Background: an optimization exercise with open tools, aiming at small area, a short achievable clock period and few clock cycles. Do not read the settings as production practice.
At most, simulation tests tie the RTL to the original design; equivalence was not proved.
Function not checked in runs 1, 3 and 4: the RTL went through the layout flow alone.
No activity file was given, so power comes from the tool's default toggle rates.

<file path="design/flow/config.mk">
export PLATFORM = sky130hd
export DESIGN_NAME = lcb_effect_player
export DESIGN_NICKNAME = lcb_effect_player
export VERILOG_FILES = /design/flow/design.v
export SDC_FILE = /design/flow/constraint.sdc
export NUM_CORES = 4
export LEC_CHECK = 0
export CAP_MARGIN = 20
export CORE_MARGIN = 2
export CORE_UTILIZATION = 40
export PLACE_DENSITY = 0.6
export SLEW_MARGIN = 20
</file>
<file path="design/flow/constraint.sdc">
create_clock -name core_clock -period 12.0 [get_ports {clk}]
set_input_delay 2.4000 -clock core_clock [delete_from_list [all_inputs] [get_ports {clk}]]
set_output_delay 2.4000 -clock core_clock [all_outputs]
set_load 0.01 [all_outputs]
</file>
<file path="design/flow/design.v">
module lcb_effect_player (
    input  wire        clk,
    input  wire        rst,             
    input  wire        ev_valid,
    output wire        ev_ready,
    input  wire [1:0]  ev_op,           
    input  wire [7:0]  ev_kind,         
    input  wire [23:0] ev_on,           
    input  wire [23:0] ev_off,          
    input  wire [31:0] ev_t0,
    input  wire [31:0] ev_t1,
    input  wire [31:0] ev_hold,
    input  wire [31:0] ev_repeat,
    input  wire [31:0] ev_delay,
    output wire        resp_valid,
    output wire [7:0]  resp_status,
    output wire [2:0]  resp_phase,      
    output wire [1:0]  resp_kind,
    output wire [31:0] resp_remaining,
    output wire [31:0] resp_elapsed,
    output wire        resp_armed,
    output wire [31:0] resp_count,
    output wire        sink_valid,
    output wire [23:0] sink_color       
);
    localparam [1:0] OP_TICK = 2'd0, OP_PLAY = 2'd1, OP_STOP = 2'd2, OP_QUERY = 2'd3;
    localparam [2:0] PH_IDLE       = 3'd0,
                     PH_STROBE_ON  = 3'd1,
                     PH_STROBE_OFF = 3'd2,
                     PH_FADE_IN    = 3'd3,
                     PH_FADE_HOLD  = 3'd4,
                     PH_FADE_OUT   = 3'd5,
                     PH_DELAY      = 3'd6;
    localparam [1:0] SS_OFF = 2'd0, SS_ON = 2'd1, SS_INTERP = 2'd2;
    reg [2:0]  phase;
    reg [1:0]  kind;
    reg [31:0] remaining;
    reg [31:0] elapsed;
    reg        armed;
    reg [31:0] count;
    reg [23:0] c_on, c_off;
    reg [31:0] t0, t1, hold;
    reg        rep_nz;                  
    reg        c1;                      
    reg        ei;                      
    reg        rdy;
    reg        pend_play;               
    reg        sink2;                   
    reg        rv, rinv;
    reg [2:0]  rph;                     
    reg [1:0]  rkd;                     
    reg        rrem31;
    reg        sv;
    reg [1:0]  ssel;
    reg        dgo;                     
    reg        ddone;
    reg        last;                    
    reg        wide;                    
    reg [1:0]  dst;
    reg [2:0]  dj;                      
    reg        ddbl;                    
    reg [1:0]  dch;                     
    reg [1:0]  wsub;                    
    reg [32:0] S;                       
    reg [2:0]  tl;                      
    reg [10:0] E, Et;                   
    reg [7:0]  Q0, Q1, Q2;              
    localparam [1:0] D_IDLE = 2'd0, D_ETC = 2'd1, D_RUN = 2'd2, D_WL = 2'd3;
    assign ev_ready = rdy & ~(ei & ~ddone);
    wire accept = ev_valid & ev_ready;
    assign resp_valid     = rv;
    assign resp_status    = {6'd0, rinv, 1'b0};
    assign resp_phase     = rph;
    assign resp_kind      = rkd;
    assign resp_remaining = {rrem31, remaining[30:0]};
    assign resp_elapsed   = elapsed;
    assign resp_armed     = armed;
    assign resp_count     = count;
    assign sink_valid     = sv;
    assign sink_color     = ssel[1] ? {Q0, Q1, Q2} : (ssel[0] ? c_on : c_off);
    wire        fi    = (phase == PH_FADE_IN);
    wire        fi_fo = fi | (phase == PH_FADE_OUT);
    wire        t0z   = (t0 == 32'd0);
    wire        t1z   = (t1 == 32'd0);
    wire        rem1  = (remaining == 32'd1);
    wire [31:0] rem_dec = remaining - 32'd1;
    wire [31:0] el_inc  = elapsed + 32'd20;
    reg [2:0]  x_phase;
    reg [1:0]  x_kind;
    reg [31:0] x_rem, x_el, x_count;
    reg        x_armed, x_c1;
    reg        x_sink, x_sink2;
    reg [1:0]  x_ssel;
    reg        do_first, do_cc, do_fadein, do_fin;
    always @* begin
        x_phase = phase;  x_kind = kind;  x_rem = remaining;  x_el = elapsed;
        x_armed = 1'b0;  x_count = 32'd0;  x_c1 = 1'b0;
        x_sink = 1'b0;  x_sink2 = 1'b0;  x_ssel = SS_ON;
        do_first = 1'b0;  do_cc = 1'b0;  do_fadein = 1'b0;  do_fin = 1'b0;
        if (pend_play) begin
            if (count != 32'd0) begin
                x_phase = PH_DELAY;
                x_armed = 1'b1;  x_count = count;  x_c1 = (count == 32'd1);
            end else begin
                do_first = 1'b1;
            end
        end else begin
            case (phase)
            PH_DELAY: do_first = 1'b1;
            PH_STROBE_ON: begin
                x_sink = 1'b1;  x_ssel = SS_OFF;
                if (rep_nz && rem1) begin
                    do_fin = 1'b1;
                end else begin
                    if (rep_nz) x_rem = rem_dec;
                    x_phase = PH_STROBE_OFF;
                    x_armed = 1'b1;  x_count = t1z ? 32'd1 : t1;  x_c1 = (t1[31:1] == 31'd0);
                end
            end
            PH_STROBE_OFF: begin
                x_sink = 1'b1;  x_ssel = SS_ON;
                x_phase = PH_STROBE_ON;
                x_armed = 1'b1;  x_count = t0z ? 32'd1 : t0;  x_c1 = (t0[31:1] == 31'd0);
            end
            PH_FADE_IN: begin
                if (last) begin
                    x_el = 32'd0;
                    x_sink = 1'b1;  x_ssel = SS_OFF;
                    x_phase = PH_FADE_HOLD;
                    x_armed = 1'b1;  x_count = (hold == 32'd0) ? 32'd1 : hold;
                    x_c1 = (hold[31:1] == 31'd0);
                end else begin
                    x_el = el_inc;
                    x_sink = 1'b1;  x_ssel = SS_INTERP;
                    x_armed = 1'b1;  x_count = 32'd20;
                end
            end
            PH_FADE_HOLD: begin
                x_el = 32'd0;
                if (t1z) begin
                    x_sink = 1'b1;  x_ssel = SS_ON;
                    do_cc = 1'b1;
                end else begin
                    x_phase = PH_FADE_OUT;
                    x_armed = 1'b1;  x_count = 32'd20;
                end
            end
            PH_FADE_OUT: begin
                if (last) begin
                    x_el = 32'd0;
                    x_sink = 1'b1;  x_ssel = SS_ON;
                    do_cc = 1'b1;
                end else begin
                    x_el = el_inc;
                    x_sink = 1'b1;  x_ssel = SS_INTERP;
                    x_armed = 1'b1;  x_count = 32'd20;
                end
            end
            default: ;
            endcase
        end
        if (do_cc) begin
            if (rep_nz && rem1) begin
                do_fin = 1'b1;
            end else begin
                if (rep_nz) x_rem = rem_dec;
                do_fadein = 1'b1;
            end
        end
        if (do_first) begin
            x_sink = 1'b1;  x_ssel = SS_ON;
            if (kind == 2'd1) begin
                x_phase = PH_STROBE_ON;
                x_armed = 1'b1;  x_count = t0z ? 32'd1 : t0;  x_c1 = (t0[31:1] == 31'd0);
            end else begin
                do_fadein = 1'b1;
            end
        end
        if (do_fadein) begin
            x_el = 32'd0;
            if (t0z) begin
                x_sink2 = 1'b1;
                x_phase = PH_FADE_HOLD;
                x_armed = 1'b1;  x_count = (hold == 32'd0) ? 32'd1 : hold;
                x_c1 = (hold[31:1] == 31'd0);
            end else begin
                x_phase = PH_FADE_IN;
                x_armed = 1'b1;  x_count = 32'd20;
            end
        end
        if (do_fin) begin
            x_phase = PH_IDLE;  x_kind = 2'd0;  x_rem = 32'd0;  x_el = 32'd0;
            x_armed = 1'b0;  x_count = 32'd0;  x_c1 = 1'b0;
        end
    end
    wire kind_ok = (ev_kind == 8'd1) || (ev_kind == 8'd2);
    wire expire  = armed & c1;
    always @(posedge clk) begin
        if (rst) begin
            phase <= PH_IDLE;  kind <= 2'd0;  remaining <= 32'd0;  elapsed <= 32'd0;
            armed <= 1'b0;  count <= 32'd0;
            c1 <= 1'b0;  ei <= 1'b0;  rdy <= 1'b1;  pend_play <= 1'b0;  sink2 <= 1'b0;
            rv <= 1'b0;  rinv <= 1'b0;  sv <= 1'b0;  ssel <= SS_OFF;
            dgo <= 1'b0;
        end else begin
            rv <= 1'b0;
            sv <= 1'b0;
            dgo <= 1'b0;
            if (pend_play || (accept && ev_op == OP_TICK && expire)) begin
                pend_play <= 1'b0;
                phase <= x_phase;  kind <= x_kind;  remaining <= x_rem;  elapsed <= x_el;
                armed <= x_armed;  count <= x_count;  c1 <= x_c1;  ei <= 1'b0;
                sv <= x_sink;  ssel <= x_ssel;
                sink2 <= x_sink2;  rdy <= ~x_sink2;
                dgo <= 1'b1;
            end else if (sink2) begin
                sink2 <= 1'b0;
                sv <= 1'b1;  ssel <= SS_OFF;
                rdy <= 1'b1;
            end else if (accept) begin
                if (ev_op != OP_TICK) begin
                    rph <= phase;  rkd <= kind;  rrem31 <= remaining[31];
                end
                case (ev_op)
                OP_TICK: begin
                    if (armed) begin
                        count <= count - 32'd1;
                        c1 <= (count == 32'd2);
                        ei <= (count == 32'd2) & fi_fo;
                    end
                end
                OP_PLAY: begin
                    rv <= 1'b1;
                    rinv <= ~kind_ok;
                    if (kind_ok) begin
                        kind <= ev_kind[1:0];
                        c_on <= ev_on;  c_off <= ev_off;
                        t0 <= ev_t0;  t1 <= ev_t1;  hold <= ev_hold;
                        rep_nz <= (ev_repeat != 32'd0);
                        remaining <= ev_repeat;
                        elapsed <= 32'd0;
                        phase <= PH_IDLE;
                        armed <= 1'b0;  count <= ev_delay;  c1 <= 1'b0;  ei <= 1'b0;
                        pend_play <= 1'b1;
                        rdy <= 1'b0;
                    end
                end
                OP_STOP: begin
                    rv <= 1'b1;
                    rinv <= 1'b0;
                    phase <= PH_IDLE;  kind <= 2'd0;  remaining <= 32'd0;  elapsed <= 32'd0;
                    armed <= 1'b0;  count <= 32'd0;  c1 <= 1'b0;  ei <= 1'b0;
                    dgo <= 1'b1;
                end
                default: begin                           
                    rv <= 1'b1;
                    rinv <= 1'b0;
                end
                endcase
            end
        end
    end
    wire [31:0] tsel = fi ? t0 : t1;
    wire        wide_now = (tsel[31:10] != 22'd0);
    function [5:0] sd_all(input [23:0] a, input [23:0] b, input [2:0] j, input f);
        reg [7:0] a0, a1, a2, b0, b1, b2;
        begin
            a0 = a[23:16];  a1 = a[15:8];  a2 = a[7:0];
            b0 = b[23:16];  b1 = b[15:8];  b2 = b[7:0];
            sd_all = f ? {a2[j], b2[j], a1[j], b1[j], a0[j], b0[j]}
                       : {b2[j], a2[j], b1[j], a1[j], b0[j], a0[j]};
        end
    endfunction
    reg  [5:0]  sdq;                    
    wire [1:0]  sd0 = sdq[1:0], sd1 = sdq[3:2], sd2 = sdq[5:4];
    wire [1:0]  sdw = (dch == 2'd0) ? sd0 : (dch == 2'd1) ? sd1 : sd2;
    reg  [1:0]  src0, src1, src2;
    reg  [2:0]  inv;                    
    reg  [2:0]  en;                     
    wire [32:0] t33  = {1'b0, tsel};
    wire [32:0] el33 = {1'b0, elapsed};
    function [10:0] operand(input [1:0] src, input w, input [10:0] tw, input [10:0] elw,
                            input [10:0] cw, input [10:0] tn, input [10:0] en_, input [10:0] etn);
        begin
            case (src)
                2'd0:    operand = w ? tw : tn;
                2'd1:    operand = w ? elw : en_;
                default: operand = w ? cw : etn;
            endcase
        end
    endfunction
    wire [10:0] b0 = operand(src0, wide, t33[10:0],  el33[10:0],  11'd20, tsel[10:0], E, Et);
    wire [10:0] b1 = operand(src1, wide, t33[21:11], el33[21:11], 11'd0,  tsel[10:0], E, Et);
    wire [10:0] b2 = operand(src2, wide, t33[32:22], el33[32:22], 11'd0,  tsel[10:0], E, Et);
    wire [10:0] a0 = ddbl ? {S[9:0], 1'b0} : S[10:0];
    wire [10:0] a1 = ddbl ? {S[20:11], wide ? S[10] : 1'b0} : S[21:11];
    wire [10:0] a2 = ddbl ? {S[31:22], wide ? S[21] : 1'b0} : S[32:22];
    reg         cr1, cr2;
    reg  [1:0]  wcy;
    wire        ci1 = wide ? cr1 : inv[1];
    wire        ci2 = wide ? cr2 : inv[2];
    function [11:0] lane_add(input [10:0] a, input [10:0] b, input ci);
        reg [12:0] sum;
        begin
            sum = {1'b0, a, 1'b1} + {1'b0, b, ci};
            lane_add = sum[12:1];
        end
    endfunction
    wire [11:0] r0 = lane_add(a0, b0 ^ {11{inv[0]}}, inv[0]);
    wire [11:0] r1 = lane_add(a1, b1 ^ {11{inv[1]}}, ci1);
    wire [11:0] r2 = lane_add(a2, b2 ^ {11{inv[2]}}, ci2);
    wire [32:0] rw = {r2[10:0], r1[10:0], r0[10:0]};
    wire        sg0 = r0[10], sg1 = r1[10], sg2 = r2[10];
    function [3:0] nadd(input [1:0] sd, input tilde);    
        begin
            case (sd)
                2'b01:   nadd = {1'b1, 1'b0, tilde ? 2'd1 : 2'd2};
                2'b10:   nadd = {1'b1, 1'b1, tilde ? 2'd2 : 2'd1};
                default: nadd = 4'b0000;
            endcase
        end
    endfunction
    wire [3:0] na0 = nadd(sd0, tl[0]);
    wire [3:0] na1 = nadd(sd1, tl[1]);
    wire [3:0] na2 = nadd(sd2, tl[2]);
    reg        w_conv;                  
    reg        w_dec;                   
    always @* begin
        w_conv = 1'b0;  w_dec = 1'b0;
        src0 = 2'd0;  src1 = 2'd0;  src2 = 2'd0;  inv = 3'b000;  en = 3'b000;
        case (dst)
        D_ETC: begin                                     
            src0 = 2'd0;  inv = 3'b001;
        end
        D_WL: begin                                      
            en = 3'b111;
            case (wsub)
                2'd0:    begin src0 = 2'd1; src1 = 2'd1; src2 = 2'd1; end
                2'd1:    begin src0 = 2'd2; src1 = 2'd2; src2 = 2'd2; end
                default: begin src0 = 2'd0; src1 = 2'd0; src2 = 2'd0; inv = 3'b111; end
            endcase
        end
        D_RUN: begin
            if (ddbl) begin                              
                en = 3'b111;
                inv = wide ? {3{~tl[0]}} : ~tl;
            end else if (!wide) begin
                en  = {na2[3], na1[3], na0[3]};
                inv = {na2[2], na1[2], na0[2]};
                src0 = na0[1:0];  src1 = na1[1:0];  src2 = na2[1:0];
            end else if (sdw == 2'b01 || sdw == 2'b10) begin
                en = 3'b111;
                if (!tl[0]) begin
                    w_conv = 1'b1;  inv = 3'b111;        
                end else if (sdw == 2'b01) begin
                    src0 = (wsub == 2'd0) ? 2'd1 : 2'd2;
                    src1 = src0;  src2 = src0;
                    w_dec = (wsub == 2'd1);
                end else begin
                    case (wsub)
                        2'd0:    begin src0 = 2'd0; end
                        2'd1:    begin src0 = 2'd1; inv = 3'b111; end
                        default: begin src0 = 2'd2; inv = 3'b111; end
                    endcase
                    src1 = src0;  src2 = src0;
                    w_dec = (wsub == 2'd2);
                end
            end
        end
        default: ;
        endcase
    end
    wire w_step_end = (sdw == 2'b00) || (sdw == 2'b11) || w_dec;
    always @(posedge clk) begin
        if (rst) begin
            dst <= D_IDLE;
            ddone <= 1'b0;
        end else if (dgo) begin
            ddone <= 1'b0;
            wide <= wide_now;
            E <= el_inc[10:0];
            S <= wide_now ? 33'd0 : {22'd0, el_inc[10:0]};
            tl <= 3'b000;
            Q0 <= 8'd0;  Q1 <= 8'd0;  Q2 <= 8'd0;
            dj <= 3'd7;  ddbl <= 1'b0;  dch <= 2'd0;  wsub <= 2'd0;  wcy <= 2'd0;
            sdq <= sd_all(c_on, c_off, 3'd7, fi);
            dst <= wide_now ? D_WL : D_ETC;
        end else if (wide && dst != D_IDLE && wcy != 2'd2) begin
            wcy <= wcy + 2'd1;
            cr1 <= r0[11];
            cr2 <= r1[11];
        end else begin
            wcy <= 2'd0;
            case (dst)
            D_ETC: begin
                Et <= r0[10:0];
                last <= r0[11];                          
                S <= 33'd0;
                dst <= D_RUN;
            end
            D_WL: begin
                S <= rw;
                wsub <= wsub + 2'd1;
                if (wsub == 2'd2) begin
                    last <= ~sg2;
                    S <= 33'd0;
                    wsub <= 2'd0;
                    dst <= D_RUN;
                end
            end
            D_RUN: begin
                if (!wide) begin
                    if (en[0]) begin S[10:0]  <= r0[10:0]; tl[0] <= sg0; end
                    if (en[1]) begin S[21:11] <= r1[10:0]; tl[1] <= sg1; end
                    if (en[2]) begin S[32:22] <= r2[10:0]; tl[2] <= sg2; end
                    if (ddbl) begin
                        Q0 <= {Q0[6:0], ~sg0};
                        Q1 <= {Q1[6:0], ~sg1};
                        Q2 <= {Q2[6:0], ~sg2};
                        ddbl <= 1'b0;
                    end else begin
                        Q0 <= Q0 + {7'd0, (sd0 == 2'b11) | (en[0] & ~sg0)};
                        Q1 <= Q1 + {7'd0, (sd1 == 2'b11) | (en[1] & ~sg1)};
                        Q2 <= Q2 + {7'd0, (sd2 == 2'b11) | (en[2] & ~sg2)};
                        if (dj == 3'd0) begin
                            dst <= D_IDLE;
                            ddone <= 1'b1;
                        end else begin
                            dj <= dj - 3'd1;
                            sdq <= sd_all(c_on, c_off, dj - 3'd1, fi);
                            ddbl <= 1'b1;
                        end
                    end
                end else begin
                    if (ddbl) begin
                        S <= rw;
                        tl[0] <= sg2;
                        case (dch)
                            2'd0:    Q0 <= {Q0[6:0], ~sg2};
                            2'd1:    Q1 <= {Q1[6:0], ~sg2};
                            default: Q2 <= {Q2[6:0], ~sg2};
                        endcase
                        ddbl <= 1'b0;
                    end else begin
                        if (en[0]) S <= rw;
                        if (w_conv) tl[0] <= 1'b1;
                        else if (!w_step_end) wsub <= wsub + 2'd1;
                        if (w_dec) tl[0] <= sg2;
                        if ((sdw == 2'b11) || (w_dec && !sg2)) begin
                            case (dch)
                                2'd0:    Q0 <= Q0 + 8'd1;
                                2'd1:    Q1 <= Q1 + 8'd1;
                                default: Q2 <= Q2 + 8'd1;
                            endcase
                        end
                        if (w_step_end && !w_conv) begin
                            wsub <= 2'd0;
                            if (dj == 3'd0) begin
                                if (dch == 2'd2) begin
                                    dst <= D_IDLE;
                                    ddone <= 1'b1;
                                end else begin
                                    dch <= dch + 2'd1;
                                    dj <= 3'd7;
                                    sdq <= sd_all(c_on, c_off, 3'd7, fi);
                                    S <= 33'd0;
                                    tl <= 3'b000;
                                end
                            end else begin
                                dj <= dj - 3'd1;
                                sdq <= sd_all(c_on, c_off, dj - 3'd1, fi);
                                ddbl <= 1'b1;
                            end
                        end
                    end
                end
            end
            default: ;
            endcase
        end
    end
endmodule
</file>
<file path="design/flow/run.sh">
#!/bin/bash
# synth_recipe.tcl (not shown) runs the flow's synth.tcl, then flattens the netlist and writes it again
# the make line also repeats each setting of config.mk as NAME=value (left out here)
make -C /OpenROAD-flow-scripts/flow DESIGN_CONFIG=/design/flow/config.mk WORK_HOME=/design/flow/orfs CLKGATE_MAP_FILE= SYNTH_SCRIPT=/design/flow/synth_recipe.tcl finish
</file>
==> results of run 1 <==
-- Yosys cell counts, types with 25 or more instances --
cell	number	share of area (%)
xnor2_1	94	3.4
a221oi_1	35	1.3
clkbuf_1	154	2.4
mux2_2	35	1.6
inv_1	55	0.86
xor2_1	47	1.7
edfxtp_1	251	31
o21ai_0	235	4.9
a21oi_1	214	4.5
dfxtp_1	114	9.5
nand2_1	273	4.3
a211oi_1	28	0.88
nor3_1	96	2.0
and3_1	28	0.73
nand3_1	74	1.5
mux2i_1	64	2.7
nor2_1	243	3.8
a22oi_1	60	1.9
a31oi_1	26	0.68
ha_1	70	3.6
nand4_1	27	0.70
or3_1	25	0.65
nor4_1	51	1.3
buf_4	43	1.3
-- registers in the layout, indices dropped and copies added (netlist names), 11 cells and up --
signal,count
S,33
remaining,32
t1,32
t0,32
c_off,24
Et,11
elapsed,30
c_on,24
count,32
hold,32
-- through the flow --
step	hold WS [ps]	worst slack [ps]	area, um2
floorplan	406	1470	24000
global placement	440	4910	27900
detailed placement	447	4780	27900
CTS	459	4740	29300
global route	479	4190	29400
finish	455	4720	29400
-- final cells by class --
type	instances	area, um2	area share (%)
inverter	56	210	0.715
multi-input combinational	2061	13100	44.6
tap	773	967	3.29
clock inverter	23	201	0.686
clock buffer	55	1200	4.10
sequential	365	9820	33.4
timing repair buffer	399	3880	13.2
-- worst max-delay path by stage --
stage | from | end | slack [ps] | cells past startpoint
after floorplan | ev_op[0] | c_off[0] | 1470 | 9
after global placement | dch[0] | Q2[2] | 4910 | 30
after detailed placement | dch[1] | Q2[2] | 4780 | 30
after CTS | dch[1] | Q2[2] | 4740 | 30
after global routing | dch[1] | Q2[2] | 4190 | 30
final | dch[1] | Q2[2] | 4720 | 31
-- power by group --
group	total (mW)	switching, mW	internal [mW]
Sequential	1.40	0.0345	1.37
Combinational	0.486	0.263	0.224
Clock	1.34	0.561	0.775
-- cell families (layout without fill, tap and decap cells) --
logic type / count (synthesis) / in the layout
fa+ha+maj: 72 / 72
buf+inv: 279 / 533
simple gates: 926 / 926
flops: 365 / 365
compound gates: 801 / 801
other cells: 1 / 9
mux: 112 / 112
xor+xnor: 141 / 141
-- per-layer routing --
layer | vias up | routed length [um] | GRT usage, %
li1 | 10511 | - | -
met1 | 11248 | 39300 | 39.6
met2 | 1264 | 41500 | 45.3
met3 | 218 | 7910 | 5.02
met4 | 6 | 3660 | 11.3
met5 | - | 35 | 0
==> out/metrics.csv, run 1 <==
metric;value;unit
outcome;complete, no violations;
DP Wirelength;68.9;mm
layout cells sized above 1;6.96;%
vias in the first global route;22473;
largest family of logic cells by synthesized area;compound AO/OA/AOI/OAI gates;
core area;59100;um2
die area;62000;um2
hold endpoint;rkd[1];
worst setup path class;flip-flop to flip-flop;
setup violators final;0;
post_cts resized;0;
via/cell ratio;6.23;
Yosys cell types;84;
antenna violation net count after detailed routing;0;
row cnt;89;
Die W;249;um
FILL cells;5510;
post-synthesis async set-or-reset flop share;0;%
vias;23247;
yosys warns;1;
CP top delay family;compound AO/OA/AOI/OAI gates;
H-tree depth;2;
Power Total;3.22;mW
Post-Layout Cell Count;3732;
mux share of post-synthesis cell area;5.53;%
mean cell area of the mapped netlist;8.90;um2
RSZ-0062 raised after global routing;no;
nets@finish;3219;
Final Util;49.7;%
commonest non-fill, non-tap cells in the layout;clkdlybuf4s50_1 (347), nand2_1 (273), edfxtp_1 (251);
CTS Buf Count;43;
Die Y;249;um
Final Hold Vio Count;0;
CP required;12300;ps
# clock sinks;365;
leakage;10.2;nW
Crit path buffers/inverters;4;
largest net degree at the start of global routing;81;
routability cong.;0.973;
worst hold-check path type;flip-flop to flip-flop;
EDFF count, synth;251;
initial antenna violation count;5;
worst-skew pair later-pin latency;590;ps
Yosys reg bits;365;
Worst Hold Depth;0;
Iteration-0 DRC Markers;2622;
Ports;358;
synthesized cell area;24000;um2
Simple-Gate Fraction of Synth Area;18.3;%
Pwr Density;110;nW/um2
maxcap violations;0;
CP endpoint kind;flip-flop;
Worst path most repeated cell;ha_1;
Post-Synth XOR/XNOR Area;5.14;%
clk slew on worst S/H paths;60;ps
Hold-fix buffers, CTS;0;
total negative slack;0;ps
Crit Reg-Reg Startpoint;dch[1];
IO Port Bufs;348;
Post-Synth Adder-Cell Area;3.81;%
post-synthesis sequential area ratio;40.9;%
synthesized instance count;2697;
skew final;30.6;ps
total grt overflow;0;
first-pass GRT wire length;139;mm
Top FF cell, synth;edfxtp_1;
Max FO, Critical Path;14;
routed wire length;92.4;mm
Worst Tran Pin Value;1170;ps
Routed WL per cell;24.8;um
hold path start;kind[1];
worst r2r path cells;31;
CTS tree;done;
Starting Density;40.6;%
post-placement cell count;3652;
Pre-Repair DR Iteration Count;8;
Max Slew Vio Count;0;
worst reg-to-reg setup slack;4720;ps
Rel. slew slack;22.2;%
DRC;0;
slowest stage delay, CP;430;ps
Total Routing Usage GR;28.9;%
most common cell after layout, fill and taps aside;clkdlybuf4s50_1;
fmax;137;MHz
Antenna Cells;0;
post-synthesis compound-gate area fraction;21.2;%
reg-to-reg endpoint;Q2[2];
fin crit period;7280;ps
CP arrival;7590;ps
setup bufs post-CTS;0;
area grow syn2layout;22.4;%
Critical Path Source Type;flip-flop;
slowest cell on the critical path;o211ai_1;
fin crit share;60.7;%
Max VDD drop;89.3;uV
Max Root-Sink Buffers;3;
clock root cell;clkbuf_16;
==> run 2, diff against run 1 <==
--- a/design/flow/design.v
+++ b/design/flow/design.v
@@ -264,14 +264,18 @@
     wire        wide_now = (tsel[31:10] != 22'd0);
-    function [5:0] sd_all(input [23:0] a, input [23:0] b, input [2:0] j, input f);
-        reg [7:0] a0, a1, a2, b0, b1, b2;
+    function [1:0] sd_bits(input [23:0] a, input [23:0] b, input [1:0] ch, input [2:0] j,
+                           input f);
+        reg [7:0] ca, cb;
         begin
-            a0 = a[23:16];  a1 = a[15:8];  a2 = a[7:0];
-            b0 = b[23:16];  b1 = b[15:8];  b2 = b[7:0];
-            sd_all = f ? {a2[j], b2[j], a1[j], b1[j], a0[j], b0[j]}
-                       : {b2[j], a2[j], b1[j], a1[j], b0[j], a0[j]};
+            case (ch)
+                2'd0:    begin ca = a[23:16]; cb = b[23:16]; end
+                2'd1:    begin ca = a[15:8];  cb = b[15:8];  end
+                default: begin ca = a[7:0];   cb = b[7:0];   end
+            endcase
+            sd_bits = f ? {ca[j], cb[j]} : {cb[j], ca[j]};
         end
     endfunction
-    reg  [5:0]  sdq;                    
-    wire [1:0]  sd0 = sdq[1:0], sd1 = sdq[3:2], sd2 = sdq[5:4];
-    wire [1:0]  sdw = (dch == 2'd0) ? sd0 : (dch == 2'd1) ? sd1 : sd2;
+    wire [1:0] sd0 = sd_bits(c_on, c_off, 2'd0, dj, fi);
+    wire [1:0] sd1 = sd_bits(c_on, c_off, 2'd1, dj, fi);
+    wire [1:0] sd2 = sd_bits(c_on, c_off, 2'd2, dj, fi);
+    wire [1:0] sdw = sd_bits(c_on, c_off, dch, dj, fi);
     reg  [1:0]  src0, src1, src2;
@@ -297,16 +301,7 @@
     wire [10:0] a2 = ddbl ? {S[31:22], wide ? S[21] : 1'b0} : S[32:22];
-    reg         cr1, cr2;
-    reg  [1:0]  wcy;
-    wire        ci1 = wide ? cr1 : inv[1];
-    wire        ci2 = wide ? cr2 : inv[2];
-    function [11:0] lane_add(input [10:0] a, input [10:0] b, input ci);
-        reg [12:0] sum;
-        begin
-            sum = {1'b0, a, 1'b1} + {1'b0, b, ci};
-            lane_add = sum[12:1];
-        end
-    endfunction
-    wire [11:0] r0 = lane_add(a0, b0 ^ {11{inv[0]}}, inv[0]);
-    wire [11:0] r1 = lane_add(a1, b1 ^ {11{inv[1]}}, ci1);
-    wire [11:0] r2 = lane_add(a2, b2 ^ {11{inv[2]}}, ci2);
+    wire [11:0] r0 = {1'b0, a0} + {1'b0, b0 ^ {11{inv[0]}}} + {11'd0, inv[0]};
+    wire        ci1 = wide ? r0[11] : inv[1];
+    wire [11:0] r1 = {1'b0, a1} + {1'b0, b1 ^ {11{inv[1]}}} + {11'd0, ci1};
+    wire        ci2 = wide ? r1[11] : inv[2];
+    wire [11:0] r2 = {1'b0, a2} + {1'b0, b2 ^ {11{inv[2]}}} + {11'd0, ci2};
     wire [32:0] rw = {r2[10:0], r1[10:0], r0[10:0]};
@@ -384,11 +379,5 @@
             Q0 <= 8'd0;  Q1 <= 8'd0;  Q2 <= 8'd0;
-            dj <= 3'd7;  ddbl <= 1'b0;  dch <= 2'd0;  wsub <= 2'd0;  wcy <= 2'd0;
-            sdq <= sd_all(c_on, c_off, 3'd7, fi);
+            dj <= 3'd7;  ddbl <= 1'b0;  dch <= 2'd0;  wsub <= 2'd0;
             dst <= wide_now ? D_WL : D_ETC;
-        end else if (wide && dst != D_IDLE && wcy != 2'd2) begin
-            wcy <= wcy + 2'd1;
-            cr1 <= r0[11];
-            cr2 <= r1[11];
         end else begin
-            wcy <= 2'd0;
             case (dst)
@@ -429,3 +418,2 @@
                             dj <= dj - 3'd1;
-                            sdq <= sd_all(c_on, c_off, dj - 3'd1, fi);
                             ddbl <= 1'b1;
@@ -464,3 +452,2 @@
                                     dj <= 3'd7;
-                                    sdq <= sd_all(c_on, c_off, 3'd7, fi);
                                     S <= 33'd0;
@@ -470,3 +457,2 @@
                                 dj <= dj - 3'd1;
-                                sdq <= sd_all(c_on, c_off, dj - 3'd1, fi);
                                 ddbl <= 1'b1;
==> run 2 against run 1 <==
Against the previous run:
- routed wire length fell by 4.4%
- cell count shrank 2.2%
- core utilization grew 0.20 points
- critical endpoint is now Q2[6]
- highest routed layer unchanged
==> out/metrics.csv, run 2 <==
metric;value;unit
outcome;complete, no violations;
Worst Tran Pin Value;1150;ps
clk slew on worst S/H paths;60;ps
CP top delay family;compound AO/OA/AOI/OAI gates;
clock root cell;clkbuf_16;
H-tree depth;2;
Hold-fix buffers, CTS;0;
Top FF cell, synth;edfxtp_1;
Int Pwr;2.28;mW
first-pass GRT wire length;133;mm
clock share of power;42.3;%
Pre-Repair DR Iteration Count;6;
Critical Path Source Type;flip-flop;
Max Slew Vio Count;0;
DP Wirelength;66.8;mm
yosys warns;1;
antenna violation net count after detailed routing;0;
met2 routed WL;39.7;mm
post-synthesis async set-or-reset flop share;0;%
total negative slack;0;ps
Post-Layout Cell Count;3651;
hold_ws;463;ps
commonest non-fill, non-tap cells in the layout;clkdlybuf4s50_1 (347), nand2_1 (302), nor2_1 (242);
Logic pwr share;14.0;%
Final Hold Vio Count;0;
Finished Cell Area;28700;um2
Total Routing Usage GR;28.7;%
via/cell ratio;6.06;
slowest cell on the critical path;mux4_2;
synthesized cell area;23200;um2
CP endpoint kind;flip-flop;
vias;22122;
initial antenna violation count;1;
cell area after placement;27200;um2
worst-skew pair later-pin latency;590;ps
RSZ-0062 raised after global routing;no;
Routed WL per cell;24.2;um
Starting Density;40.3;%
synthesized instance count;2594;
Ports;358;
Yosys reg bits;355;
Final Util;49.9;%
Max Root-Sink Buffers;3;
Worst path most repeated cell;o21ai_0;
fin crit period;11120;ps
Rel. slew slack;23.2;%
Die Y;245;um
CP required;12290;ps
largest area contributor in the netlist;edfxtp_1;
CTS Buf Count;43;
Register Area;9520;um2
largest net degree at the start of global routing;75;
setup ws final;881;ps
Iteration-0 DRC Markers;2287;
worst setup path class;flip-flop to flip-flop;
post-placement cell count;3566;
IO Port Bufs;348;
nets@finish;3143;
post-synthesis sequential area ratio;41.1;%
area grow syn2layout;23.7;%
layout cells sized above 1;8.18;%
maxcap violations;0;
number of flip-flops in the largest register;33;
worst hold-check path type;flip-flop to flip-flop;
wire length on met1;38.6;mm
Antenna Cells;0;
hold endpoint;rkd[0];
hold path start;kind[0];
sw frac;26.3;%
worst r2r path cells;52;
Power Total;3.09;mW
worst reg-to-reg setup slack;880;ps
setup violators final;0;
Synth top cells by count;nand2_1 (302), nor2_1 (247), edfxtp_1 (241), o21ai_0 (192), a21oi_1 (157);
routability cong.;0.953;
total grt overflow;0;
top layer in use;met5;
EDFF count, synth;241;
sequential share of power;43.8;%
core area;57500;um2
routed wire length;88.3;mm
row cnt;88;
Crit path buffers/inverters;4;
Synth area leaders;edfxtp_1 (31%), dfxtp_1 (9.8%), nand2_1 (4.9%), o21ai_0 (4.1%), nor2_1 (4.0%);
FILL cells;5435;
P_sw;0.813;mW
slowest stage delay, CP;520;ps
fmax;89.9;MHz
Max VDD drop;81.2;uV
footprint of the multi-input gates;12600;um2
CTS tree;done;
CP arrival;11410;ps
reg-to-reg endpoint;Q2[6];
Crit Reg-Reg Startpoint;dj[0];
share of the synthesized area in the top cell type;31.2;%
Max FO, Critical Path;12;
skew final;30.0;ps
top-count cell post-synth;nand2_1;
pre-CTS setup slack;187;ps
most common cell after layout, fill and taps aside;clkdlybuf4s50_1;
# clock sinks;355;
mean cell area of the mapped netlist;8.94;um2
Die W;245;um
DRC;0;
die area;59900;um2
leakage;9.94;nW
most flop-heavy register;S;
Pwr Density;108;nW/um2
Yosys cell types;89;
Worst Hold Depth;0;
met3 wire len;7.13;mm
fin crit share;92.7;%
vias in the first global route;21186;
[run 2: cell types whose count changed in the layout (fill, tap and decap cells not counted), sizes merged, moves of 18 or more]
cell,before,now
a21oi,215,157
a222oi,3,21
nand2,273,302
nand3,74,99
nor3,96,73
o21ai,239,202
[run 2: worst max-delay path by stage]
stage / from / end / slack [ps] / cells past startpoint
2_1_floorplan: dj[0] / Q2[6] / 1300 / 52
3_3_place_gp: dj[0] / Q2[6] / 360 / 52
3_5_place_dp: dj[0] / Q2[6] / 190 / 52
4_1_cts: dj[0] / Q2[6] / 130 / 52
5_1_grt: dj[0] / Q2[6] / 30 / 53
6_report: dj[0] / Q2[6] / 880 / 52
[run 2: cell type report]
| cell class | count | share of cell area [%] |
|---|---|---|
| sequential | 355 | 33.2 |
| inverter | 69 | 0.903 |
| clock inverter | 28 | 0.807 |
| clock buffer | 52 | 4.05 |
| multi-input combinational | 1977 | 44.1 |
| tap | 765 | 3.34 |
| timing repair buffer | 405 | 13.6 |
[run 2: timing repair]
item | CTS | global route
buffers inserted | 0 | 4
resized for setup | 0 | 9
setup endpoints to repair | 0 | 33
[run 2: logic make-up after synthesis]
| kind of cell | count (synthesis) | synth area share, % |
|---|---|---|
| muxes | 105 | 5.39 |
| adders and majority gates | 71 | 3.99 |
| DFF | 355 | 41.1 |
| buffers and inverters | 270 | 5.14 |
| other | 1 | 0.0162 |
| xor gates and xnor gates | 139 | 5.25 |
| and+or+nand+nor | 950 | 19.5 |
| AOI/OAI and AO/OA | 703 | 19.7 |
[run 2: power by group through the flow]
| stage | logic (mW) | registers [mW] | clock network [mW] |
|---|---|---|---|
| after floorplan | 0.248 | 1.37 | 0 |
| after global placement | 0.415 | 1.38 | 0 |
| after detailed placement | 0.420 | 1.38 | 0 |
| after CTS | 0.422 | 1.35 | 1.33 |
| after global routing | 0.470 | 1.36 | 1.38 |
| final | 0.431 | 1.35 | 1.31 |
[run 2: routing by layer]
layer  vias up  global-route usage, %
li1      10126                      -
met1     10776                   40.8
met2      1068                   44.1
met3       150                   4.93
met4         2                   9.68
met5         -                      0
Testbench counts of run 2, summed over its fixed seeds: cycles 48,260.
==> run 3, diff against run 2 <==
--- a/design/flow/design.v
+++ b/design/flow/design.v
@@ -264,18 +264,14 @@
     wire        wide_now = (tsel[31:10] != 22'd0);
-    function [1:0] sd_bits(input [23:0] a, input [23:0] b, input [1:0] ch, input [2:0] j,
-                           input f);
-        reg [7:0] ca, cb;
+    function [5:0] sd_all(input [23:0] a, input [23:0] b, input [2:0] j, input f);
+        reg [7:0] a0, a1, a2, b0, b1, b2;
         begin
-            case (ch)
-                2'd0:    begin ca = a[23:16]; cb = b[23:16]; end
-                2'd1:    begin ca = a[15:8];  cb = b[15:8];  end
-                default: begin ca = a[7:0];   cb = b[7:0];   end
-            endcase
-            sd_bits = f ? {ca[j], cb[j]} : {cb[j], ca[j]};
+            a0 = a[23:16];  a1 = a[15:8];  a2 = a[7:0];
+            b0 = b[23:16];  b1 = b[15:8];  b2 = b[7:0];
+            sd_all = f ? {a2[j], b2[j], a1[j], b1[j], a0[j], b0[j]}
+                       : {b2[j], a2[j], b1[j], a1[j], b0[j], a0[j]};
         end
     endfunction
-    wire [1:0] sd0 = sd_bits(c_on, c_off, 2'd0, dj, fi);
-    wire [1:0] sd1 = sd_bits(c_on, c_off, 2'd1, dj, fi);
-    wire [1:0] sd2 = sd_bits(c_on, c_off, 2'd2, dj, fi);
-    wire [1:0] sdw = sd_bits(c_on, c_off, dch, dj, fi);
+    reg  [5:0]  sdq;                    
+    wire [1:0]  sd0 = sdq[1:0], sd1 = sdq[3:2], sd2 = sdq[5:4];
+    wire [1:0]  sdw = (dch == 2'd0) ? sd0 : (dch == 2'd1) ? sd1 : sd2;
     reg  [1:0]  src0, src1, src2;
@@ -301,7 +297,16 @@
     wire [10:0] a2 = ddbl ? {S[31:22], wide ? S[21] : 1'b0} : S[32:22];
-    wire [11:0] r0 = {1'b0, a0} + {1'b0, b0 ^ {11{inv[0]}}} + {11'd0, inv[0]};
-    wire        ci1 = wide ? r0[11] : inv[1];
-    wire [11:0] r1 = {1'b0, a1} + {1'b0, b1 ^ {11{inv[1]}}} + {11'd0, ci1};
-    wire        ci2 = wide ? r1[11] : inv[2];
-    wire [11:0] r2 = {1'b0, a2} + {1'b0, b2 ^ {11{inv[2]}}} + {11'd0, ci2};
+    reg         cr1, cr2;
+    reg  [1:0]  wcy;
+    wire        ci1 = wide ? cr1 : inv[1];
+    wire        ci2 = wide ? cr2 : inv[2];
+    function [11:0] lane_add(input [10:0] a, input [10:0] b, input ci);
+        reg [12:0] sum;
+        begin
+            sum = {1'b0, a, 1'b1} + {1'b0, b, ci};
+            lane_add = sum[12:1];
+        end
+    endfunction
+    wire [11:0] r0 = lane_add(a0, b0 ^ {11{inv[0]}}, inv[0]);
+    wire [11:0] r1 = lane_add(a1, b1 ^ {11{inv[1]}}, ci1);
+    wire [11:0] r2 = lane_add(a2, b2 ^ {11{inv[2]}}, ci2);
     wire [32:0] rw = {r2[10:0], r1[10:0], r0[10:0]};
@@ -368,2 +373,43 @@
     wire w_step_end = (sdw == 2'b00) || (sdw == 2'b11) || w_dec;
+    wire        run  = (dst == D_RUN);
+    wire        wgo  = ~wide | (wcy == 2'd2);            
+    wire        nrun = run & ~wide;
+    wire        wrun = run & wide & (wcy == 2'd2);
+    wire [2:0]  wch  = {dch == 2'd2, dch == 2'd1, dch == 2'd0};
+    wire        w_adv = wrun & ~ddbl & w_step_end & ~w_conv;    
+    wire        w_next_ch = w_adv & (dj == 3'd0) & (dch != 2'd2);
+    wire        dgw = ddbl ? ~sg2 : ((sdw == 2'b11) | (w_dec & ~sg2));
+    wire        dg0 = wide ? dgw : ddbl ? ~sg0 : ((sd0 == 2'b11) | (en[0] & ~sg0));
+    wire        dg1 = wide ? dgw : ddbl ? ~sg1 : ((sd1 == 2'b11) | (en[1] & ~sg1));
+    wire        dg2 = wide ? dgw : ddbl ? ~sg2 : ((sd2 == 2'b11) | (en[2] & ~sg2));
+    wire [2:0]  qact = {3{nrun}} | ({3{wrun}} & wch);       
+    wire [7:0]  Q0i = Q0 + 8'd1, Q1i = Q1 + 8'd1, Q2i = Q2 + 8'd1;
+    always @(posedge clk) begin
+        if (dgo) begin
+            Q0 <= 8'd0;  Q1 <= 8'd0;  Q2 <= 8'd0;
+        end else begin
+            if (qact[0]) Q0 <= ddbl ? {Q0[6:0], dg0} : (dg0 ? Q0i : Q0);
+            if (qact[1]) Q1 <= ddbl ? {Q1[6:0], dg1} : (dg1 ? Q1i : Q1);
+            if (qact[2]) Q2 <= ddbl ? {Q2[6:0], dg2} : (dg2 ? Q2i : Q2);
+        end
+    end
+    wire        s_clr = (dst == D_ETC) | (dst == D_WL & wgo & wsub == 2'd2) | w_next_ch;
+    wire        s_wup = (dst == D_WL & wgo) | (wrun & (ddbl | en[0]));
+    always @(posedge clk) begin
+        if (dgo) begin
+            S <= wide_now ? 33'd0 : {22'd0, el_inc[10:0]};
+            tl <= 3'b000;
+        end else if (s_clr) begin
+            S <= 33'd0;
+            tl <= 3'b000;
+        end else if (wide) begin
+            if (s_wup) S <= rw;
+            if (wrun & w_conv) tl[0] <= 1'b1;
+            else if (wrun & (ddbl | w_dec)) tl[0] <= sg2;
+        end else if (nrun) begin
+            if (en[0]) begin S[10:0]  <= r0[10:0]; tl[0] <= sg0; end
+            if (en[1]) begin S[21:11] <= r1[10:0]; tl[1] <= sg1; end
+            if (en[2]) begin S[32:22] <= r2[10:0]; tl[2] <= sg2; end
+        end
+    end
     always @(posedge clk) begin
@@ -376,8 +422,11 @@
             E <= el_inc[10:0];
-            S <= wide_now ? 33'd0 : {22'd0, el_inc[10:0]};
-            tl <= 3'b000;
-            Q0 <= 8'd0;  Q1 <= 8'd0;  Q2 <= 8'd0;
-            dj <= 3'd7;  ddbl <= 1'b0;  dch <= 2'd0;  wsub <= 2'd0;
+            dj <= 3'd7;  ddbl <= 1'b0;  dch <= 2'd0;  wsub <= 2'd0;  wcy <= 2'd0;
+            sdq <= sd_all(c_on, c_off, 3'd7, fi);
             dst <= wide_now ? D_WL : D_ETC;
         end else begin
+            if (wide && dst != D_IDLE) begin
+                wcy <= (wcy == 2'd2) ? 2'd0 : wcy + 2'd1;
+                cr1 <= r0[11];
+                cr2 <= r1[11];
+            end
             case (dst)
@@ -386,3 +435,2 @@
                 last <= r0[11];                          
-                S <= 33'd0;
                 dst <= D_RUN;
@@ -390,9 +438,9 @@
             D_WL: begin
-                S <= rw;
-                wsub <= wsub + 2'd1;
-                if (wsub == 2'd2) begin
-                    last <= ~sg2;
-                    S <= 33'd0;
-                    wsub <= 2'd0;
-                    dst <= D_RUN;
+                if (wgo) begin
+                    wsub <= wsub + 2'd1;
+                    if (wsub == 2'd2) begin
+                        last <= ~sg2;
+                        wsub <= 2'd0;
+                        dst <= D_RUN;
+                    end
                 end
@@ -400,46 +448,19 @@
             D_RUN: begin
-                if (!wide) begin
-                    if (en[0]) begin S[10:0]  <= r0[10:0]; tl[0] <= sg0; end
-                    if (en[1]) begin S[21:11] <= r1[10:0]; tl[1] <= sg1; end
-                    if (en[2]) begin S[32:22] <= r2[10:0]; tl[2] <= sg2; end
+                if (nrun) begin
                     if (ddbl) begin
-                        Q0 <= {Q0[6:0], ~sg0};
-                        Q1 <= {Q1[6:0], ~sg1};
-                        Q2 <= {Q2[6:0], ~sg2};
                         ddbl <= 1'b0;
+                    end else if (dj == 3'd0) begin
+                        dst <= D_IDLE;
+                        ddone <= 1'b1;
                     end else begin
-                        Q0 <= Q0 + {7'd0, (sd0 == 2'b11) | (en[0] & ~sg0)};
-                        Q1 <= Q1 + {7'd0, (sd1 == 2'b11) | (en[1] & ~sg1)};
-                        Q2 <= Q2 + {7'd0, (sd2 == 2'b11) | (en[2] & ~sg2)};
-                        if (dj == 3'd0) begin
-                            dst <= D_IDLE;
-                            ddone <= 1'b1;
-                        end else begin
-                            dj <= dj - 3'd1;
-                            ddbl <= 1'b1;
-                        end
+                        dj <= dj - 3'd1;
+                        sdq <= sd_all(c_on, c_off, dj - 3'd1, fi);
+                        ddbl <= 1'b1;
                     end
-                end else begin
+                end else if (wrun) begin
                     if (ddbl) begin
-                        S <= rw;
-                        tl[0] <= sg2;
-                        case (dch)
-                            2'd0:    Q0 <= {Q0[6:0], ~sg2};
-                            2'd1:    Q1 <= {Q1[6:0], ~sg2};
-                            default: Q2 <= {Q2[6:0], ~sg2};
-                        endcase
                         ddbl <= 1'b0;
                     end else begin
-                        if (en[0]) S <= rw;
-                        if (w_conv) tl[0] <= 1'b1;
-                        else if (!w_step_end) wsub <= wsub + 2'd1;
-                        if (w_dec) tl[0] <= sg2;
-                        if ((sdw == 2'b11) || (w_dec && !sg2)) begin
-                            case (dch)
-                                2'd0:    Q0 <= Q0 + 8'd1;
-                                2'd1:    Q1 <= Q1 + 8'd1;
-                                default: Q2 <= Q2 + 8'd1;
-                            endcase
-                        end
-                        if (w_step_end && !w_conv) begin
+                        if (!w_conv && !w_step_end) wsub <= wsub + 2'd1;
+                        if (w_adv) begin
                             wsub <= 2'd0;
@@ -452,4 +473,3 @@
                                     dj <= 3'd7;
-                                    S <= 33'd0;
-                                    tl <= 3'b000;
+                                    sdq <= sd_all(c_on, c_off, 3'd7, fi);
                                 end
@@ -457,2 +477,3 @@
                                 dj <= dj - 3'd1;
+                                sdq <= sd_all(c_on, c_off, dj - 3'd1, fi);
                                 ddbl <= 1'b1;
==> design/flow/flow/run.sh (new file) <==
#!/bin/bash
# The standard layout (the standard.sh: standard synthesis, ORFS floorplan to final),
# with timing repair asked to reach SETUP_SLACK_MARGIN ns of setup slack instead of 0, so
# the resizer keeps shortening paths below the design's clock period. The SDC, the clock
# period and every other setting stay the standard flow's. ORFS's output goes to flow.log.
set -euo pipefail
bash standard.sh SETUP_SLACK_MARGIN=${MARGIN:-8} finish > flow.log 2>&1
==> design/flow/standard.sh (new file) <==
#!/bin/bash
# synth_recipe.tcl (not shown) runs the flow's synth.tcl, then flattens the netlist and writes it again
# the make line also repeats each setting of config.mk as NAME=value (left out here)
make -C /OpenROAD-flow-scripts/flow DESIGN_CONFIG=/design/flow/config.mk WORK_HOME=/design/flow/orfs CLKGATE_MAP_FILE= SYNTH_SCRIPT=/design/flow/synth_recipe.tcl "${@:-finish}"
removed: design/flow/run.sh
==> run 3 against run 2 <==
Against the previous run:
- sequential cell count grew 10
- die area grew 3.4%
- maximum frequency grew 110%
- core utilization grew 8.9 points
- register-to-register slack gained 5700 ps
- clock power is essentially flat
- clock skew shrank 7.2 ps
- routed wire length grew 17%
- combinational power grew 100%
- area after synthesis grew 3.5%
- sequential power grew 9%
- critical path type unchanged
==> out/metrics.csv, run 3 <==
metric;value;unit
CP endpoint kind;flip-flop;
yosys warns;1;
# clock sinks;365;
FILL cells;4977;
H-tree depth;2;
Critical Path Source Type;flip-flop;
leakage;13.0;nW
hold endpoint;ddone;
fin crit period;5410;ps
Worst Hold Depth;2;
initial antenna violation count;2;
worst hold-check path type;flip-flop to flip-flop;
vias in the first global route;23899;
total negative slack;0;ps
row cnt;89;
CP arrival;5880;ps
share of the synthesized area in the top cell type;28.0;%
Pre-Repair DR Iteration Count;9;
DP Wirelength;67.2;mm
Final Hold Vio Count;0;
RSZ-0062 raised after global routing;yes;
reg-to-reg endpoint;Q0[4];
IO Port Bufs;348;
vias;25032;
Power Total;3.66;mW
Crit Reg-Reg Startpoint;dch[1];
first-pass GRT wire length;151;mm
Routed WL per cell;26.1;um
most flop-heavy register;S;
largest family of logic cells by synthesized area;compound AO/OA/AOI/OAI gates;
setup violators final;0;
worst r2r path cells;26;
worst-skew pair later-pin latency;590;ps
setup ws final;6590;ps
worst reg-to-reg setup slack;6590;ps
fin crit share;45.1;%
total grt overflow;0;
outcome;complete, no violations;
Finished Cell Area;34800;um2
Antenna Cells;0;
Iteration-0 DRC Markers;3149;
hold path start;ddone;
Worst Tran Pin Value;1080;ps
commonest non-fill, non-tap cells in the layout;clkdlybuf4s50_1 (285), nand2_1 (259), nor2_1 (236);
CP required;12470;ps
top-count cell post-synth;nand2_1;
cell area after placement;28200;um2
mean cell area of the mapped netlist;9.00;um2
via/cell ratio;6.30;
most common cell after layout, fill and taps aside;clkdlybuf4s50_1;
post-synthesis compound-gate area fraction;20.8;%
largest area contributor in the netlist;edfxtp_1;
Total Routing Usage GR;31.5;%
Rel. slew slack;27.9;%
Synth area leaders;edfxtp_1 (28%), dfxtp_1 (12%), nand2_1 (4.3%), a21oi_1 (4.1%), nor2_1 (4.1%);
skew final;22.8;ps
area grow syn2layout;44.9;%
antenna violation net count after detailed routing;0;
Ports;358;
CTS Buf Count;43;
CTS tree;done;
routability cong.;0.924;
Yosys reg bits;365;
post-placement cell count;3617;
Post-Synth XOR/XNOR Area;4.93;%
number of flip-flops in the largest register;33;
maxcap violations;0;
Simple-Gate Fraction of Synth Area;19.1;%
Pwr Density;105;nW/um2
Post-Layout Cell Count;3974;
Top FF cell, synth;edfxtp_1;
pre-CTS setup slack;6000;ps
EDFF count, synth;224;
Max FO, Critical Path;7;
DRC;0;
clk slew on worst S/H paths;60;ps
Starting Density;40.6;%
synthesized cell area;24000;um2
Yosys cell types;103;
core area;59100;um2
Post-Synth Adder-Cell Area;3.56;%
Synth top cells by count;nand2_1 (278), nor2_1 (261), edfxtp_1 (224), a21oi_1 (197), o21ai_0 (155);
largest net degree at the start of global routing;66;
post-synthesis sequential area ratio;39.8;%
Die W;249;um
synthesized instance count;2668;
Max Slew Vio Count;0;
Die Y;249;um
worst setup path class;flip-flop to flip-flop;
fmax;185;MHz
post-synthesis async set-or-reset flop share;0;%
routed wire length;104;mm
Max Root-Sink Buffers;3;
clock root cell;clkbuf_16;
mux share of post-synthesis cell area;6.55;%
layout cells sized above 1;25.7;%
Max VDD drop;109;uV
die area;62000;um2
nets@finish;3455;
==> run 3: changes by cell type after synthesis, sizes merged, moves of 16 or more <==
cell    previous run  this run
nand3             99        57
a21oi            157       198
o21ai            202       161
mux2i             54        84
dfxtp            114       141
nand2            302       278
buf               67        87
edfxtp           241       224
or3               11        28
a21o              14        30
a22oi             57        41
nor3              73        89
xor2              60        44
==> run 3: routing by layer <==
metal	GRT usage, %	vias up	part of all wire, %	wire, um
met4	15.5	2	5.5	5750
met2	49.3	1492	45	46600
met5	0	-	0.013	13
met1	41.4	12185	40	41500
li1	-	11045	-	-
met3	6.71	308	9.6	9950
==> run 3: critical path: stages, from the launching register on <==
cell	delay, ps
edfxtp_1	410
inv_2	110
ha_4	160
mux2i_1	200
o21a_1	190
ha_4	180
mux2i_4	250
o31ai_4	80
buf_12	180
a31oi_4	260
nand2_1	110
o21ai_1	100
o22ai_1	120
a31oi_1	220
xor2_1	220
ha_1	320
and2_4	180
nand2_2	60
nand2_1	50
a221o_1	380
buf_6	160
o211ai_1	280
mux2i_4	110
o31a_1	340
buf_4	160
and2_4	150
a221o_1	310
==> run 3: worst max-delay path by stage <==
stage	slack, ps	cells past startpoint	startpoint	to
CTS	6790	24	dch[1]	Q0[3]
global route	6400	25	dch[0]	Q0[4]
global placement	6170	11	ev_op[1]	elapsed[17]
detailed placement	6000	11	ev_op[1]	elapsed[17]
finish	6590	26	dch[1]	Q0[4]
floorplan	4270	9	ev_op[1]	c_off[0]
==> run 3: metrics by stage <==
step	hold WS [ps]	util [%]
after global routing	510	58.8
after floorplan	406	-
after CTS	471	56.6
after detailed placement	462	47.7
final	491	58.8
after global placement	452	47.7
==> run 3: timing repair <==
| item | CTS | global route |
|---|---|---|
| hold buffers | 0 | 0 |
| pin swaps | 116 | 81 |
| setup endpoints to repair | 452 | 366 |
| gates cloned | 54 | 5 |
| setup buffers | 161 | 58 |
| gates resized for setup | 522 | 192 |
==> run 3: logic make-up after synthesis <==
| group | after synthesis |
|---|---|
| DFF | 365 |
| AOI/OAI and AO/OA | 745 |
| xor gates and xnor gates | 132 |
| other | 1 |
| and+or+nand+nor | 945 |
| adders and majority gates | 67 |
| buffers and inverters | 276 |
| muxes | 137 |
==> run 3: where the power goes <==
part / switching (mW) / internal (mW) / leakage, nW
Clock: 0.566 / 0.760 / 0.684
Sequential: 0.0757 / 1.39 / 3.22
Combinational: 0.442 / 0.427 / 9.09
Total: 1.08 / 2.58 / 13.0
==> run 3: layout make-up <==
class	count	area, um2	share of cell area (%)
repair buffers	647	7480	21.5
inverters	64	265	0.763
clock inverters	29	260	0.748
flip-flops and latches	365	9700	27.9
multi-input cells	2046	15000	43.1
well taps	773	967	2.78
clock buffers	50	1120	3.23
==> run 4, diff against run 3 <==
==> design/flow/run.sh (new file) <==
#!/bin/bash
# synth_recipe.tcl (not shown) runs the flow's synth.tcl, then flattens the netlist and writes it again
# the make line also repeats each setting of config.mk as NAME=value (left out here)
make -C /OpenROAD-flow-scripts/flow DESIGN_CONFIG=/design/flow/config.mk WORK_HOME=/design/flow/orfs CLKGATE_MAP_FILE= SYNTH_SCRIPT=/design/flow/synth_recipe.tcl finish
removed: design/flow/flow/run.sh
removed: design/flow/standard.sh
==> run 4 against run 3 <==
Against the previous run:
- via count is 8.0% lower
- hold slack worse by 20 ps
- register-to-register slack worse by 1000 ps
- total power shrank 1.6%
- sequential share of layout area rose by 4.6 points
- core utilization is 9.1 points lower
- sequential power about the same
- worst setup slack worse by 1000 ps
- area after synthesis unchanged
- combinational power fell by 22%
==> out/metrics.csv, run 4 <==
metric;value;unit
Die W;249;um
share of the synthesized area in the top cell type;28.0;%
Max VDD drop;85.5;uV
cell area after placement;27800;um2
initial antenna violation count;2;
Crit path buffers/inverters;1;
Synth area leaders;edfxtp_1 (28%), dfxtp_1 (12%), nand2_1 (4.3%), a21oi_1 (4.1%), nor2_1 (4.1%);
leakage;10.4;nW
yosys warns;1;
vias in the first global route;21745;
sequential share of power;40.8;%
clock share of power;40.5;%
CP top delay family;compound AO/OA/AOI/OAI gates;
clock root cell;clkbuf_16;
sw frac;28.5;%
Post-Layout Cell Count;3706;
maxcap violations;0;
Top FF cell, synth;edfxtp_1;
row cnt;89;
most flop-heavy register;S;
Rel. slew slack;27.2;%
Starting Density;40.6;%
Routed WL per cell;24.6;um
CP required;12470;ps
DRC;0;
fmax;155;MHz
Power Total;3.60;mW
die area;62000;um2
hold_ws;471;ps
EDFF count, synth;224;
mean cell area of the mapped netlist;9.00;um2
Die Y;249;um
fin crit period;6460;ps
Yosys reg bits;365;
routed wire length;91.0;mm
largest area contributor in the netlist;edfxtp_1;
worst setup path class;flip-flop to flip-flop;
DP Wirelength;67.9;mm
Final Util;49.7;%
Finished Cell Area;29400;um2
FILL cells;5499;
Iteration-0 DRC Markers;2522;
nets@finish;3184;
worst hold-check path type;flip-flop to flip-flop;
Synth top cells by count;nand2_1 (278), nor2_1 (261), edfxtp_1 (224), a21oi_1 (197), o21ai_0 (155);
Max Slew Vio Count;0;
Final Hold Vio Count;0;
worst-skew pair later-pin latency;600;ps
routability cong.;0.963;
Ports;358;
Hold-fix buffers, CTS;0;
IO Port Bufs;348;
Max Root-Sink Buffers;3;
Int Pwr;2.58;mW
slowest stage delay, CP;670;ps
pre-CTS setup slack;5660;ps
CTS Buf Count;45;
top-count cell post-synth;nand2_1;
first-pass GRT wire length;137;mm
synthesized instance count;2668;
vias;23017;
setup bufs post-CTS;0;
CTS tree;done;
number of flip-flops in the largest register;33;
# clock sinks;365;
most common cell after layout, fill and taps aside;clkdlybuf4s50_1;
total grt overflow;0;
CP Cell Sequence;inv_1 -> ha_1 -> mux2i_1 -> o21ai_0 -> ha_1 -> o31ai_1 -> nand2_1 -> o21a_1 -> a21oi_1 -> nor2_1 -> a211oi_1 -> xor2_1 -> ha_1 -> and3_1 -> a221o_1 -> o22ai_1 -> o21a_1 -> o221ai_1 -> o31ai_2 -> mux2i_1 -> nor2_1;
clk slew on worst S/H paths;60;ps
H-tree depth;2;
layout cells sized above 1;7.74;%
CP endpoint kind;flip-flop;
setup violators final;0;
Critical Path Source Type;flip-flop;
antenna violation net count after detailed routing;0;
P_sw;1.03;mW
Logic pwr share;18.8;%
post_cts resized;0;
post-placement cell count;3622;
Total Routing Usage GR;28.4;%
largest net degree at the start of global routing;147;
slowest cell on the critical path;o31ai_2;
outcome;complete, no violations;
post-synthesis async set-or-reset flop share;0;%
area grow syn2layout;22.5;%
RSZ-0062 raised after global routing;no;
synthesized cell area;24000;um2
Worst Tran Pin Value;1090;ps
Yosys cell types;103;
skew final;24.9;ps
total negative slack;0;ps
commonest non-fill, non-tap cells in the layout;clkdlybuf4s50_1 (347), nand2_1 (278), nor2_1 (258);
fin crit share;53.8;%
setup ws final;5540;ps
via/cell ratio;6.21;
Max FO, Critical Path;27;
Antenna Cells;0;
post-synthesis sequential area ratio;39.8;%
Pwr Density;123;nW/um2
Worst path most repeated cell;ha_1;
CP arrival;6920;ps
core area;59100;um2
Pre-Repair DR Iteration Count;6;
## run 4: cell counts after synthesis
No cell type changed its count.
## run 4: final timing paths
kind / cells after the start / end / slack [ps] / from
worst max-delay path: 21 / Q1[1] / 5540 / dch[1]
worst min-delay path: 2 / ei / 470 / ei
worst max register to register: 21 / Q1[1] / 5540 / dch[1]
worst min register to register: 2 / ei / 470 / ei
## run 4: tightest hold or removal path: stages, from the launching register on
cell and delay [ps]:
dfxtp_1 310, nand2_1 50, a211oi_1 50
## run 4: cells by family after synthesis
kind of cell               synth area share [%]
other                                    0.0156
muxes                                      6.55
and+or+nand+nor                            19.1
DFF                                        39.8
buffers and inverters                      5.28
AOI/OAI and AO/OA                          20.8
xor gates and xnor gates                   4.93
adders and majority gates                  3.56
## run 4: routing by layer
layer	global-route usage (%)	part of all wire [%]	vias up
li1	-	-	10436
met1	39.1	43	11234
met4	9.82	3.3	4
met5	0	0.027	-
met2	45.4	46	1173
met3	4.34	7.9	170
## run 4: final cells by class
class / instances / area [um2] / share of cell area [%]
clock buffer: 53 / 1260 / 4.29
inverter: 64 / 240 / 0.817
sequential: 365 / 9550 / 32.5
tap: 773 / 967 / 3.29
timing repair buffer: 385 / 3770 / 12.8
clock inverter: 31 / 315 / 1.07
multi-input combinational: 2035 / 13300 / 45.2
## run 4: power groups by stage
stage	registers [mW]	logic, mW	clock network, mW
floorplan	1.47	0.453	0
global placement	1.49	0.652	0
detailed placement	1.49	0.666	0
CTS	1.47	0.670	1.48
global route	1.48	0.743	1.53
finish	1.47	0.677	1.46

[afterwards: timing with drivers on the ports]
How much do the figures lean on ideal ports? The routed layouts below were timed once more, with nothing changed but the port constraints.
Step 1: set_driving_cell puts a clkbuf_16 on clk and a buf_2 on each other input, an assumption about the parent block.
Step 2 adds t to the input delays and takes it off the output delays; t is the mean of the earliest and latest rising clock arrival at the registers after step 1. Input paths then give back, and output paths get back, about the clock's delay inside the block.
Slacks: ideal ports / drivers / drivers and shift; pairs: ideal ports / drivers.
run | t, ns | setup slack, ns | worst setup path at the end | pins driven straight from the clock port
run 1 | 0.639 | 4.715 / 4.715 / 4.715 | register to register | 1
run 2 | 0.634 | 0.881 / 0.881 / 0.881 | register to register | 1
run 3 | 0.635 | 6.589 / 6.589 / 6.589 | register to register | 1
run 4 | 0.645 | 5.542 / 5.542 / 5.542 | register to register | 1
After both steps setup and hold are still met in every run listed.
